From an optimization exercise on the open Yosys and OpenROAD flow, aimed at small area, a short achievable clock period and few clock cycles per item; shortcuts taken in it are not production practice. Only simulation tests tie the RTL to the original design; equivalence was not proved.

==> zinc: inputs <==
Design ntt_butterfly_core, start of the top module:
module ntt_butterfly_core (
    input  wire        clk,
    input  wire        rst,
    input  wire        in_valid,
    output wire        in_ready,
    input  wire [63:0] in_u,
    input  wire [63:0] in_v,
    input  wire [63:0] in_w,
    input  wire [63:0] in_q,
    output reg         out_valid,
    output wire [63:0] out_a,
    output wire [63:0] out_b
);
    reg  [62:0] q_cur;           
    reg         qv;              
    reg         qm_r;            
    reg   [5:0] s_r;             
    reg  [62:0] qn_r;            
    reg  [63:0] nq_r;            
    reg [13:0] r_r;             
    reg [2:0] d_r;             
    reg [2:0] vsh_r;           
    reg         pc_busy;         
    reg         pc_p1;           
    reg         pc_p2;           
    reg   [3:0] pc_cnt;          
    reg  [16:0] dv_rem;          
    reg  [62:0] w_a;
    reg [62:0] v_a;
    reg  [62:0] u_a;
    reg [2:0] cnt_a;           
    reg         val_a, first_a;
    reg [73:0] s_acc, c_acc;   
    reg  [62:0] w_b;
    reg [62:0] v_b;
    reg  [62:0] u_b;
    reg [2:0] cnt_b;
    reg         val_b;
    reg [73:0] p0_r, p1_r;     
    reg [28:0] ps_r, pc_r;     
    reg         xv;              
    reg  [62:0] t_r, u2_r;         
    reg         t2v, t3v;
    reg   [1:0] gap;             
    reg         tv;
    reg  [62:0] oa_r;
    wire fin_b   = val_b && (cnt_b == 3'd0);
    wire ret_b   = val_b && (cnt_b != 3'd0);
    assign in_ready = !ret_b && qm_r && qv && !pc_busy && (gap == 2'd0) && !tv;
    wire accept  = in_valid && in_ready;
    wire pc_start = in_valid && !(qm_r && qv) && !pc_busy && !val_a && !val_b && !xv && !tv && !t2v && !t3v;
    wire [73:0] pre_s, pre_c, mrg_s, mrg_c;
    wire [28:0] est_s, est_c;
    nb_pre u_pre (.s_acc(s_acc), .c_acc(c_acc), .first(first_a), .w(w_a),
                  .dig(v_a[62:54]), .pre_s(pre_s), .pre_c(pre_c));
    nb_est u_est (.s_top(s_acc[73:58]), .c_top(c_acc[73:58]),
                  .r(first_a ? 13'd0 : r_r[13:1]), .est_s(est_s), .est_c(est_c));
    nb_mrg u_mrg (.ps(ps_r), .pc(pc_r), .p0(p0_r), .p1(p1_r), .qn(qn_r), .nq(nq_r),
  ...
export LEC_CHECK = 0
export ABC_AREA = 1
export CAP_MARGIN = 20
export CORE_MARGIN = 2
export CORE_UTILIZATION = 45
export SETUP_SLACK_MARGIN = 5
export SLEW_MARGIN = 20
export SYNTH_HIERARCHICAL = 1
create_clock -name core_clock -period 11.0 [get_ports {clk}]
standard.sh (not shown) runs the stock make flow with config.mk's settings and CLKGATE_MAP_FILE= SYNTH_SCRIPT=/design/flow/synth_recipe.tcl, a recipe that flattens the netlist after the stock synthesis.
==> flow/flow/run.sh <==
#!/bin/bash
set -euo pipefail
sed 's/ "\${@:-finish}"/ SETUP_SLACK_MARGIN=6 "${@:-finish}"/' standard.sh > flow_std.sh
grep -q 'SETUP_SLACK_MARGIN=6 "' flow_std.sh
bash flow_std.sh > flow_std.log 2>&1
test -s out/final.def
==> fjord: changes against zinc <==
Settings changed: TNS_END_PERCENT from default to 30.
==> maple: changes against zinc <==
==> flow/run.sh (new file) <==
#!/bin/bash
# synth_recipe.tcl (not shown) runs the flow's synth.tcl, then flattens the netlist and writes it again
# the make line also repeats each setting of config.mk as NAME=value (left out here)
make -C /OpenROAD-flow-scripts/flow DESIGN_CONFIG=/design/flow/config.mk WORK_HOME=/design/flow/orfs CLKGATE_MAP_FILE= SYNTH_SCRIPT=/design/flow/synth_recipe.tcl finish
removed: flow/flow/run.sh
removed: flow/standard.sh
==> flow_summary.ini <==
[global_route]
grt_first_pass_wirelength_mm = 729
antenna_found_initial = 64

[placement]
gp_congestion = 1.09
preCtsSetupSlack_ns = 3.83
hpwl_mm = 410

[timing]
clock_skew_ns = 0.0708

[layout]
diodes = 33

[status]
status = finished clean
That was zinc.
==> flow_summary.ini <==
[status]
status = finished with violations
violations = max-capacitance violations, max-slew violations

[placement]
gp_congestion = 1.08

[timing]
maxSlewViolCount = 10

[flow_run]
max-cap-violations = 1
That was fjord.
==> flow_summary.ini <==
[layout]
diodes = 47

[placement]
preCtsSetupSlack_ns = 3.89
gp_congestion = 1.09

[global_route]
antenna_found_initial = 57

[timing]
clock_skew_ns = 0.0814

[status]
status = finished clean
That was maple.
Testbench counts of zinc, summed over its fixed seeds: cycles 19,928, items 2,560.
Testbench counts of fjord, summed over its fixed seeds: cycles 19,928, items 2,560.
Testbench counts of maple, summed over its fixed seeds: cycles 19,928, items 2,560.

## what the ideal ports hide
The results above use ideal ports. As a check the final layouts listed here were re-extracted and re-timed, cells and wires unchanged. Step 1 assumes that a clkbuf_16 drives the clock port and a buf_2 every other input. Step 2 also shifts input and output timing later by t, the mid clock arrival at the registers, as if the neighbouring blocks saw the same clock. a / b / c = ideal ports / drivers / drivers and shift; a / b = the first two.
| run | t, ns | setup slack, ns | hold slack, ns | worst register clock-pin slew, ns | worst data-port slew with drivers (ns) |
|---|---|---|---|---|---|
| zinc | 0.933 | 5.926 / 5.926 / 5.187 | 0.302 / 0.302 / 0.302 | 0.09 / 0.09 | 0.10 |
| fjord | 0.939 | 5.619 / 5.619 / 5.181 | 0.321 / 0.321 / 0.321 | 0.07 / 0.07 | 0.10 |
| maple | 0.931 | 4.906 / 4.906 / 4.747 | 0.322 / 0.322 / 0.322 | 0.08 / 0.08 | 0.09 |
For zinc, which loses most, drivers alone change the setup slack by 0.000 ns; drivers and shift together by -0.739 ns.
